Background: an optimization exercise with open tools, aiming at small area. Do not read the settings as production practice. Function was checked by simulation only, so behaviour that the tests miss may differ from the original. The clock port is modelled as an ideal driver, which makes a skipped or thinned clock tree look cheaper than it is; a real chip needs a root buffer or a tree. Power figures rest on the tool's default switching activity, not on a simulated workload.

build 13:
// ufa_top
module ufa_top (
  input             clk,
  input             rst,
  input             in_valid,
  output            in_ready,
  input      [1:0]  in_op,
  input      [7:0]  in_data,
  input      [31:0] in_now,
  output            out_valid,
  input             out_ready,
  output     [1:0]  out_kind,
  output     [31:0] out_data
);
Size: ~590 cells after synthesis, about 0.0055 mm2 of cells after synthesis.
Settings: LEC_CHECK=0, CAP_MARGIN=20, CORE_MARGIN=2, CORE_UTILIZATION=40, SLEW_MARGIN=20; clock period 10.0 ns.
standard.sh (not shown) runs the stock make flow with config.mk's settings and CLKGATE_MAP_FILE= SYNTH_SCRIPT=/design/flow/synth_recipe.tcl, a recipe that flattens the netlist after the stock synthesis.
==> flow/flow/run.sh <==
#!/bin/bash
# Own layout flow: the standard flow (standard.sh) with
#  1. the standard synthesis, then its combinational logic re-mapped by ABC with
#     area-oriented scripts (every register cell, name and type is kept: the
#     registers are blackboxes to ABC); several runs of ABC's &deepsyn run in
#     parallel, in two rounds, and the smallest netlist is kept;
#  2. ports buffered with buf_1 (still one buffer per port);
#  3. a hand-built two-level clock tree (flow/manual_cts.tcl) instead of
#     TritonCTS.
# Each tool writes its full output to a log of its own in this folder.
set -euo pipefail
HERE=$(pwd)
PLAT=$FLOW_HOME/platforms/$FLOW_PLATFORM
LIB=$PLAT/lib/sky130_fd_sc_hd__tt_025C_1v80.lib
RES=$HERE/orfs/results/$FLOW_PLATFORM/ufa_top/base
VARS=("BUFFER_PORTS_ARGS=-buffer_cell sky130_fd_sc_hd__buf_1"
      "PRE_CTS_TCL=$HERE/flow/manual_cts.tcl")

# 1. standard synthesis up to the Yosys netlist
bash standard.sh "${VARS[@]}" "$RES/1_2_yosys.v" > log_1_synth.log 2>&1

# 2. re-map the combinational logic
python3 flow/genmodels.py "$LIB" cells_models.v > log_2_models.log 2>&1
DU=$(sed -n '/DONT_USE_CELLS/,/^$/p' $PLAT/config.mk | grep -o 'sky130_fd_sc_hd__[a-z0-9_]*' | sed 's/^/-dont_use /' | tr '\n' ' ')
cp "$RES/1_2_yosys.v" resyn_r0.v

# resyn IN OUT TAG ABC-LINES...: one ABC run on the combinational logic of IN
resyn() {
  local in=$1 out=$2 tag=$3; shift 3
  printf '%s\n' "$@" > "abc_$tag.script"
  cat > "resyn_$tag.ys" <<EOS
read_verilog cells_models.v
read_verilog $in
hierarchy -top $FLOW_TOP
flatten
techmap
opt -fast
opt_clean
abc -script $HERE/abc_$tag.script -liberty $LIB $DU
opt_clean -purge
splitnets
hilomap -singleton -hicell sky130_fd_sc_hd__conb_1 HI -locell sky130_fd_sc_hd__conb_1 LO
insbuf -buf sky130_fd_sc_hd__buf_1 A X
opt_clean -purge
rename -hide w:*.*
write_verilog -noattr -nohex -nodec $out
tee -q -o stat_$tag.txt stat -liberty $LIB
EOS
  yosys -s "resyn_$tag.ys" > "log_2_resyn_$tag.log" 2>&1 || true
}
area_of() { grep -h 'Chip area' "stat_$1.txt" 2>/dev/null | awk '{print $NF}' || true; }

# two rounds of four &deepsyn runs (two seeds, with and without two-input
# LUTs); each round starts from the smallest netlist so far, which is kept
best_in=resyn_r0.v; best_a=""
for round in 1 2; do
  tags=()
  for seed in 1 2; do
    for lut in n t; do
      s=$(( (round - 1) * 2 + seed ))
      tag=r${round}s${s}$lut
      tags+=($tag)
      opt=""; [[ $lut == t ]] && opt="-t"
      resyn $best_in resyn_$tag.v $tag strash ifraig dc2 '&get -n' '&st' \
        "&deepsyn -T 120 -S $s $opt" '&dch -f' '&nf -a -R 1000' '&put' topo &
    done
  done
  wait
  for tag in "${tags[@]}"; do
    a=$(area_of $tag)
    [[ -n "$a" && -s resyn_$tag.v ]] || continue
    if [[ -z "$best_a" ]] || awk -v a="$a" -v b="$best_a" 'BEGIN{exit !(a < b)}'; then
      best_in=resyn_$tag.v; best_a=$a
    fi
  done
  echo "after round $round: $best_in ($best_a)" >> resyn_choice.log
done
cp $best_in 1_2_yosys_resyn.v
cp 1_2_yosys_resyn.v "$RES/1_2_yosys.v"
rm -f "$RES/1_synth.odb" "$RES/1_synth.sdc"

# 3. the rest of the standard flow
bash standard.sh "${VARS[@]}" finish > log_3_layout.log 2>&1
==> flow/flow/manual_cts.tcl <==
# manual clock tree: clk port -> one root buffer -> NL leaf buffers -> registers
proc manual_cts {root_master leaf_master nleaf} {
  set block [ord::get_db_block]
  set db [ord::get_db]
  set clknet [$block findNet clk]
  set sinks {}
  foreach it [$clknet getITerms] { lappend sinks $it }
  # sort sinks by x, split into nleaf groups of sorted-by-y columns
  set pts {}
  foreach it $sinks {
    set inst [$it getInst]
    set loc [$inst getLocation]
    lappend pts [list [lindex $loc 0] [lindex $loc 1] $it]
  }
  set pts [lsort -integer -index 0 $pts]
  set n [llength $pts]
  set groups {}
  set ncol [lindex $nleaf 0]; set nrow [lindex $nleaf 1]
  set percol [expr {int(ceil(double($n)/$ncol))}]
  for {set c 0} {$c < $ncol} {incr c} {
    set col [lrange $pts [expr {$c*$percol}] [expr {min($n,($c+1)*$percol)-1}]]
    set col [lsort -integer -index 1 $col]
    set m [llength $col]
    set per [expr {int(ceil(double($m)/$nrow))}]
    for {set r 0} {$r < $nrow} {incr r} {
      lappend groups [lrange $col [expr {$r*$per}] [expr {min($m,($r+1)*$per)-1}]]
    }
  }
  set rm [$db findMaster $root_master]
  set lm [$db findMaster $leaf_master]
  set sx 0; set sy 0
  foreach p $pts { incr sx [lindex $p 0]; incr sy [lindex $p 1] }
  set root [odb::dbInst_create $block $rm clkroot]
  $root setLocation [expr {$sx/$n}] [expr {$sy/$n}]
  $root setPlacementStatus PLACED
  [$root findITerm A] connect $clknet
  set rnet [odb::dbNet_create $block clknet_root]
  $rnet setSigType CLOCK
  [$root findITerm X] connect $rnet
  set gi 0
  foreach grp $groups {
    if {[llength $grp] == 0} continue
    set gx 0; set gy 0
    foreach p $grp { incr gx [lindex $p 0]; incr gy [lindex $p 1] }
    set k [llength $grp]
    set lb [odb::dbInst_create $block $lm clkleaf_$gi]
    $lb setLocation [expr {$gx/$k}] [expr {$gy/$k}]
    $lb setPlacementStatus PLACED
    [$lb findITerm A] connect $rnet
    set lnet [odb::dbNet_create $block clknet_leaf_$gi]
    $lnet setSigType CLOCK
    [$lb findITerm X] connect $lnet
    foreach p $grp { set it [lindex $p 2]; $it disconnect; $it connect $lnet }
    incr gi
  }
}

# Build the clock tree by hand: clk -> one clkbuf_8 -> nine clkbuf_8, each
# driving the registers of one region (3 columns x 3 rows, equal counts).
manual_cts sky130_fd_sc_hd__clkbuf_8 sky130_fd_sc_hd__clkbuf_8 {3 3}
set_propagated_clock [all_clocks]
# the tree is in place: the flow's TritonCTS call becomes a no-op
rename clock_tree_synthesis __tritoncts_not_used
proc clock_tree_synthesis {args} {
  puts "clock tree built by the PRE_CTS_TCL hook; TritonCTS not run"
}
Other scripts of this flow, unchanged in this note and not shown: flow/flow/genmodels.py
Inputs modified between build 13 and build 52:
-- flow/flow/run.sh --
<<< build 13, line 4
#     area-oriented scripts (every register cell, name and type is kept: the
#     registers are blackboxes to ABC); several runs of ABC's &deepsyn run in
#     parallel, in two rounds, and the smallest netlist is kept;
>>> build 52, line 4
#     area-oriented scripts (every register cell, name and type is kept: the
#     registers are blackboxes to ABC); several seeds of ABC's &deepsyn run in
#     parallel, in two rounds, and the smallest netlist is kept;
<<< build 13, line 52

# two rounds of four &deepsyn runs (two seeds, with and without two-input
# LUTs); each round starts from the smallest netlist so far, which is kept
best_in=resyn_r0.v; best_a=""
for round in 1 2; do
  tags=()
  for seed in 1 2; do
    for lut in n t; do
      s=$(( (round - 1) * 2 + seed ))
      tag=r${round}s${s}$lut
      tags+=($tag)
      opt=""; [[ $lut == t ]] && opt="-t"
      resyn $best_in resyn_$tag.v $tag strash ifraig dc2 '&get -n' '&st' \
        "&deepsyn -T 120 -S $s $opt" '&dch -f' '&nf -a -R 1000' '&put' topo &
    done
  done
  wait
  for tag in "${tags[@]}"; do
>>> build 52, line 52

best_in=resyn_r0.v
for round in 1 2; do
  tags=()
  for seed in 1 2 3 4; do
    tag=r${round}s$seed
    tags+=($tag)
    resyn $best_in resyn_$tag.v $tag strash ifraig dc2 '&get -n' '&st' \
      "&deepsyn -T 120 -S $seed" '&dch -f' '&nf -a -R 1000' '&put' topo &
  done
  wait
  best=""; best_a=""
  for tag in "${tags[@]}"; do
<<< build 13, line 72
    if [[ -z "$best_a" ]] || awk -v a="$a" -v b="$best_a" 'BEGIN{exit !(a < b)}'; then
      best_in=resyn_$tag.v; best_a=$a
    fi
  done
  echo "after round $round: $best_in ($best_a)" >> resyn_choice.log
done
>>> build 52, line 67
    if [[ -z "$best_a" ]] || awk -v a="$a" -v b="$best_a" 'BEGIN{exit !(a < b)}'; then
      best=$tag; best_a=$a
    fi
  done
  echo "round $round: best $best ($best_a)" >> resyn_choice.log
  [[ -n "$best" ]] && best_in=resyn_$best.v
done
--- outcome ---
Floorplan die width delta (build 52 -> build 13): insignificant
Side by side, sequential share of layout area turned out lower in build 52 than in build 13.
Re total global routing track utilization: build 13 was lower than build 52.
Count of filler cells inserted in the layout, build 13 and build 52: higher on build 52
Going from build 13 to build 52, growth of design area from synthesis to finish was more or less identical; setup slack of the critical path after layout went down by 0.38 ns.
Looking at critical path launch point, the in_now[9] result is from build 13; the in_now[26] one comes from build 52.
Changes observed in build 52 relative to build 13: cell area increased 0.30%, final weighted congestion in routability-driven placement decreased 0.013, met1 usage in global routing decreased 1.4 points, utilization essentially unchanged, worst reg-to-reg setup slack increased 0.11 ns.
diff inputs: build 52 => build 16
-- flow/flow/run.sh --
<<< build 52, line 4
#     area-oriented scripts (every register cell, name and type is kept: the
#     registers are blackboxes to ABC); several seeds of ABC's &deepsyn run in
#     parallel, in two rounds, and the smallest netlist is kept;
#  2. ports buffered with buf_1 (still one buffer per port);
>>> build 16, line 4
#     area-oriented scripts (every register cell, name and type is kept: the
#     registers are blackboxes to ABC); several runs of ABC's &deepsyn run in
#     parallel, in three rounds, and the smallest netlist is kept;
#  2. ports buffered with buf_1 (still one buffer per port);
<<< build 52, line 52

best_in=resyn_r0.v
for round in 1 2; do
  tags=()
  for seed in 1 2 3 4; do
    tag=r${round}s$seed
    tags+=($tag)
    resyn $best_in resyn_$tag.v $tag strash ifraig dc2 '&get -n' '&st' \
      "&deepsyn -T 120 -S $seed" '&dch -f' '&nf -a -R 1000' '&put' topo &
  done
  wait
  best=""; best_a=""
  for tag in "${tags[@]}"; do
>>> build 16, line 52

# three rounds of four &deepsyn runs (two seeds, with and without two-input
# LUTs): rounds 1 and 2 start from the standard netlist, round 3 from the
# smallest netlist so far; the smallest netlist of all is kept
best_in=resyn_r0.v; best_a=""
for round in 1 2 3; do
  start=resyn_r0.v
  [[ $round == 3 ]] && start=$best_in
  tags=()
  for seed in 1 2; do
    for lut in n t; do
      s=$(( (round - 1) * 2 + seed ))
      tag=r${round}s${s}$lut
      tags+=($tag)
      opt=""; [[ $lut == t ]] && opt="-t"
      resyn $start resyn_$tag.v $tag strash ifraig dc2 '&get -n' '&st' \
        "&deepsyn -T 60 -S $s $opt" '&dch -f' '&nf -a -R 1000' '&put' topo &
    done
  done
  wait
  for tag in "${tags[@]}"; do
<<< build 52, line 67
    if [[ -z "$best_a" ]] || awk -v a="$a" -v b="$best_a" 'BEGIN{exit !(a < b)}'; then
      best=$tag; best_a=$a
    fi
  done
  echo "round $round: best $best ($best_a)" >> resyn_choice.log
  [[ -n "$best" ]] && best_in=resyn_$best.v
done
>>> build 16, line 75
    if [[ -z "$best_a" ]] || awk -v a="$a" -v b="$best_a" 'BEGIN{exit !(a < b)}'; then
      best_in=resyn_$tag.v; best_a=$a
    fi
  done
  echo "after round $round: $best_in ($best_a)" >> resyn_choice.log
done
-- flow/flow/manual_cts.tcl --
<<< build 52, line 57

# Build the clock tree by hand: clk -> one clkbuf_8 -> nine clkbuf_8, each
# driving the registers of one region (3 columns x 3 rows, equal counts).
manual_cts sky130_fd_sc_hd__clkbuf_8 sky130_fd_sc_hd__clkbuf_8 {3 3}
set_propagated_clock [all_clocks]
>>> build 16, line 57

# Build the clock tree by hand: clk -> one clkbuf_8 -> ten clkbuf_8, each
# driving the registers of one region (5 columns x 2 rows, equal counts).
manual_cts sky130_fd_sc_hd__clkbuf_8 sky130_fd_sc_hd__clkbuf_8 {5 2}
set_propagated_clock [all_clocks]
==> run summary <==
Build 52 has a lower leakage power total than build 16.
As far as insertion delay to the later sink of the worst-skew pair is concerned, build 16 and build 52 perform about the same.
Relative slew slack was higher in build 16 than in build 52.
Against build 52, first-pass GRT wire length in build 16 fell by a few percent.
Build 16: maximum operating frequency about 2.7% above build 52
Summary of build 16 over build 52: post-route standard cell area excluding fillers now larger, instance count of the mapped netlist now smaller, count of non-filler cells in the finished layout now smaller, number of vias in the routed layout now smaller.
In the tables for build 52 and build 16, fraction of area in registers reads higher with build 52.
Against build 52, average wire per cell in the routed design in build 16 fell slightly.
Setup changes, build 16 to build 85
-- flow/flow/run.sh --
<<< build 16, line 5
#     registers are blackboxes to ABC); several runs of ABC's &deepsyn run in
#     parallel, in three rounds, and the smallest netlist is kept;
#  2. ports buffered with buf_1 (still one buffer per port);
>>> build 85, line 5
#     registers are blackboxes to ABC); several runs of ABC's &deepsyn run in
#     parallel, in four rounds, and the smallest netlist is kept;
#  2. ports buffered with buf_1 (still one buffer per port);
<<< build 16, line 52

# three rounds of four &deepsyn runs (two seeds, with and without two-input
# LUTs): rounds 1 and 2 start from the standard netlist, round 3 from the
# smallest netlist so far; the smallest netlist of all is kept
best_in=resyn_r0.v; best_a=""
for round in 1 2 3; do
  start=resyn_r0.v
  [[ $round == 3 ]] && start=$best_in
  tags=()
>>> build 85, line 52

# four rounds of four &deepsyn runs (two seeds, with and without two-input
# LUTs); each round starts from the smallest netlist so far, which is kept
best_in=resyn_r0.v; best_a=""
for round in 1 2 3 4; do
  tags=()
<<< build 16, line 66
      opt=""; [[ $lut == t ]] && opt="-t"
      resyn $start resyn_$tag.v $tag strash ifraig dc2 '&get -n' '&st' \
        "&deepsyn -T 60 -S $s $opt" '&dch -f' '&nf -a -R 1000' '&put' topo &
>>> build 85, line 63
      opt=""; [[ $lut == t ]] && opt="-t"
      resyn $best_in resyn_$tag.v $tag strash ifraig dc2 '&get -n' '&st' \
        "&deepsyn -T 60 -S $s $opt" '&dch -f' '&nf -a -R 1000' '&put' topo &
-- flow/flow/manual_cts.tcl --
<<< build 16, line 57

# Build the clock tree by hand: clk -> one clkbuf_8 -> ten clkbuf_8, each
# driving the registers of one region (5 columns x 2 rows, equal counts).
manual_cts sky130_fd_sc_hd__clkbuf_8 sky130_fd_sc_hd__clkbuf_8 {5 2}
set_propagated_clock [all_clocks]
>>> build 85, line 57

# Build the clock tree by hand: clk -> one clkbuf_8 -> nine clkbuf_8, each
# driving the registers of one region (3 columns x 3 rows, equal counts).
manual_cts sky130_fd_sc_hd__clkbuf_8 sky130_fd_sc_hd__clkbuf_8 {3 3}
set_propagated_clock [all_clocks]
--- outcome ---
Build 85 was carried through to the last stage, and its layout satisfied the timing, design-rule and antenna checks. Diff build 85..build 16 | number of global-route vias before repair | negligible. A cell with the biggest individual delay on the critical path of nor3_1 is what build 16 shows, while o41ai_1 belongs to build 85. Taking build 16 as the reference point, the logic depth of the worst register-to-register path of build 85 rises by 5. Fmax | build 85 vs build 16 | build 85 faster.
In every run of this note, the design's own scripts or RTL, not TritonCTS, make the clock network.

* * *

## P
ufa_top, a different RTL version from the one above (not shown whole).
Size in the first run: roughly 0.0057 sq mm of cells after synthesis.
// ufa_top
module ufa_top (
  input             clk,
  input             rst,
  input             in_valid,
  output            in_ready,
  input      [1:0]  in_op,
  input      [7:0]  in_data,
  input      [31:0] in_now,
  output            out_valid,
  input             out_ready,
  output     [1:0]  out_kind,
  output     [31:0] out_data
);
  localparam [1:0] OP_FEED = 2'd0, OP_TICK = 2'd1, OP_LOCK = 2'd2;
  localparam [1:0] K_WAKE = 2'd0, K_TX = 2'd1, K_EVENT = 2'd2, K_DIAG = 2'd3;
  localparam [3:0] D_OVERFLOW = 4'd1, D_TOO_SHORT = 4'd2, D_CHECKSUM = 4'd3,
                   D_SIZE = 4'd4, D_SOURCE = 4'd5, D_UNK_CMD = 4'd6,
                   D_UNK_SUB = 4'd7, D_CONFIG = 4'd8;
  localparam [3:0] E_STATUS = 4'd1, E_LOCK = 4'd2, E_LOW_BAT = 4'd3,
                   E_DISCOVERY = 4'd4, E_SETTING = 4'd5, E_UNKNOWN = 4'd6;
  localparam [2:0] LS_PIN = 3'd0, LS_NFC = 3'd1, LS_USER = 3'd2, LS_SELF = 3'd3,
                   LS_TIMEOUT = 3'd4, LS_JAM = 3'd5;
  localparam [1:0] S_IDLE = 2'd0, S_DIAG = 2'd1, S_EVT = 2'd2, S_TX = 2'd3;
  localparam [1:0] F_LOCK = 2'd0, F_ACK = 2'd1, F_DISC = 2'd2, F_POLL = 2'd3;
  localparam [31:0] T_FRAME = 32'd10;
  localparam [31:0] T_POLL  = 32'd1800000;
  reg [5:0]  rx_len;
  reg [7:0]  h_cmd, h_len;
  reg [7:0]  h_ss;
  reg        bad_src;        
  reg [7:0]  h_p;            
  reg        p_ov, p_90;     
  reg [7:0]  x_prev;         
  reg [7:0]  b_last;         
  ...
clock: 10.0 ns
lec_check: 0
cap_margin: 0
core_margin: 2
core_utilization: 40
gpl_timing_driven: 0
slew_margin: 0
==> flow/flow/run.sh <==
#!/bin/bash
# Own layout flow: the standard flow (standard.sh) with
#  1. the standard synthesis, then its combinational logic re-mapped by ABC with
#     area-oriented scripts (every register cell, name and type is kept: the
#     registers are blackboxes to ABC); several runs of ABC's &deepsyn run in
#     parallel, in three rounds, and the smallest netlist is kept;
#  2. ports buffered with buf_1 (still one buffer per port);
#  3. a hand-built two-level clock tree (flow/manual_cts.tcl) instead of
#     TritonCTS.
# Each tool writes its full output to a log of its own in this folder.
set -euo pipefail
HERE=$(pwd)
PLAT=$FLOW_HOME/platforms/$FLOW_PLATFORM
LIB=$PLAT/lib/sky130_fd_sc_hd__tt_025C_1v80.lib
RES=$HERE/orfs/results/$FLOW_PLATFORM/ufa_top/base
VARS=("BUFFER_PORTS_ARGS=-buffer_cell sky130_fd_sc_hd__buf_1"
      "PRE_CTS_TCL=$HERE/flow/manual_cts.tcl")

# 1. standard synthesis up to the Yosys netlist
bash standard.sh "${VARS[@]}" "$RES/1_2_yosys.v" > log_1_synth.log 2>&1

# 2. re-map the combinational logic
python3 flow/genmodels.py "$LIB" cells_models.v > log_2_models.log 2>&1
DU=$(sed -n '/DONT_USE_CELLS/,/^$/p' $PLAT/config.mk | grep -o 'sky130_fd_sc_hd__[a-z0-9_]*' | sed 's/^/-dont_use /' | tr '\n' ' ')
cp "$RES/1_2_yosys.v" resyn_r0.v

# resyn IN OUT TAG ABC-LINES...: one ABC run on the combinational logic of IN
resyn() {
  local in=$1 out=$2 tag=$3; shift 3
  printf '%s\n' "$@" > "abc_$tag.script"
  cat > "resyn_$tag.ys" <<EOS
read_verilog cells_models.v
read_verilog $in
hierarchy -top $FLOW_TOP
flatten
techmap
opt -fast
opt_clean
abc -script $HERE/abc_$tag.script -liberty $LIB $DU
opt_clean -purge
splitnets
hilomap -singleton -hicell sky130_fd_sc_hd__conb_1 HI -locell sky130_fd_sc_hd__conb_1 LO
insbuf -buf sky130_fd_sc_hd__buf_1 A X
opt_clean -purge
rename -hide w:*.*
write_verilog -noattr -nohex -nodec $out
tee -q -o stat_$tag.txt stat -liberty $LIB
EOS
  yosys -s "resyn_$tag.ys" > "log_2_resyn_$tag.log" 2>&1 || true
}
area_of() { grep -h 'Chip area' "stat_$1.txt" 2>/dev/null | awk '{print $NF}' || true; }

# three rounds of four &deepsyn runs (two seeds, with and without two-input
# LUTs): rounds 1 and 2 start from the standard netlist, round 3 from the
# smallest netlist so far; the smallest netlist of all is kept
best_in=resyn_r0.v; best_a=""
for round in 1 2 3; do
  start=resyn_r0.v
  [[ $round == 3 ]] && start=$best_in
  tags=()
  for seed in 1 2; do
    for lut in n t; do
      s=$(( (round - 1) * 2 + seed ))
      tag=r${round}s${s}$lut
      tags+=($tag)
      opt=""; [[ $lut == t ]] && opt="-t"
      resyn $start resyn_$tag.v $tag strash ifraig dc2 '&get -n' '&st' \
        "&deepsyn -T 60 -S $s $opt" '&dch -f' '&nf -a -R 1000' '&put' topo &
    done
  done
  wait
  for tag in "${tags[@]}"; do
    a=$(area_of $tag)
    [[ -n "$a" && -s resyn_$tag.v ]] || continue
    if [[ -z "$best_a" ]] || awk -v a="$a" -v b="$best_a" 'BEGIN{exit !(a < b)}'; then
      best_in=resyn_$tag.v; best_a=$a
    fi
  done
  echo "after round $round: $best_in ($best_a)" >> resyn_choice.log
done
cp $best_in 1_2_yosys_resyn.v
cp 1_2_yosys_resyn.v "$RES/1_2_yosys.v"
rm -f "$RES/1_synth.odb" "$RES/1_synth.sdc"

# 3. the rest of the standard flow
bash standard.sh "${VARS[@]}" finish > log_3_layout.log 2>&1
Other scripts of this flow, unchanged in this note and not shown: flow/flow/genmodels.py, flow/flow/manual_cts.tcl
What Q does differently from P at the input level:
Settings: SLEW_MARGIN: 0 -> 20; GPL_TIMING_DRIVEN: 0 -> unset; CAP_MARGIN: 0 -> 20.
==> comparison <==
Status | P and Q | clean
The hold slack on P is in line with that on Q.
P and Q ended up with roughly the same overall power consumption.
Q ends up with higher global-route wire length before repair than P does.
On cell area, P and Q are neck and neck.
In every run of this note, the design's own scripts or RTL, not TritonCTS, make the clock network.

separate check: timing with driven ports:
No port has a modelled driver above. Below, the same layouts with a new extraction and two added sets of constraints.
Step 1 assumes that a clkbuf_16 drives the clock port and a buf_2 every other input.
Step 2 also shifts input and output timing later by t, the mid clock arrival at the registers, as if the neighbouring blocks saw the same clock.
a / b / c = ideal ports / drivers / drivers and shift; a / b = the first two.
run	t (ns)	slack for setup (ns)	latest minus earliest clock arrival (ns)	cell pins on the clock port's net
build 13	0.432	3.147 / 3.126 / 3.126	0.031 / 0.032	1
build 52	0.433	2.769 / 2.746 / 2.746	0.025 / 0.025	1
build 16	0.439	2.956 / 2.925 / 2.925	0.021 / 0.021	1
build 85	0.435	3.274 / 3.250 / 3.250	0.027 / 0.026	1
P	0.431	2.773 / 2.749 / 2.749	0.026 / 0.027	1
Q	0.432	2.900 / 2.878 / 2.878	0.025 / 0.025	1
After both steps every run listed still meets setup and hold. The setup slack of build 16, which loses most, moves by -0.031 ns with the drivers and by -0.031 ns with both steps.
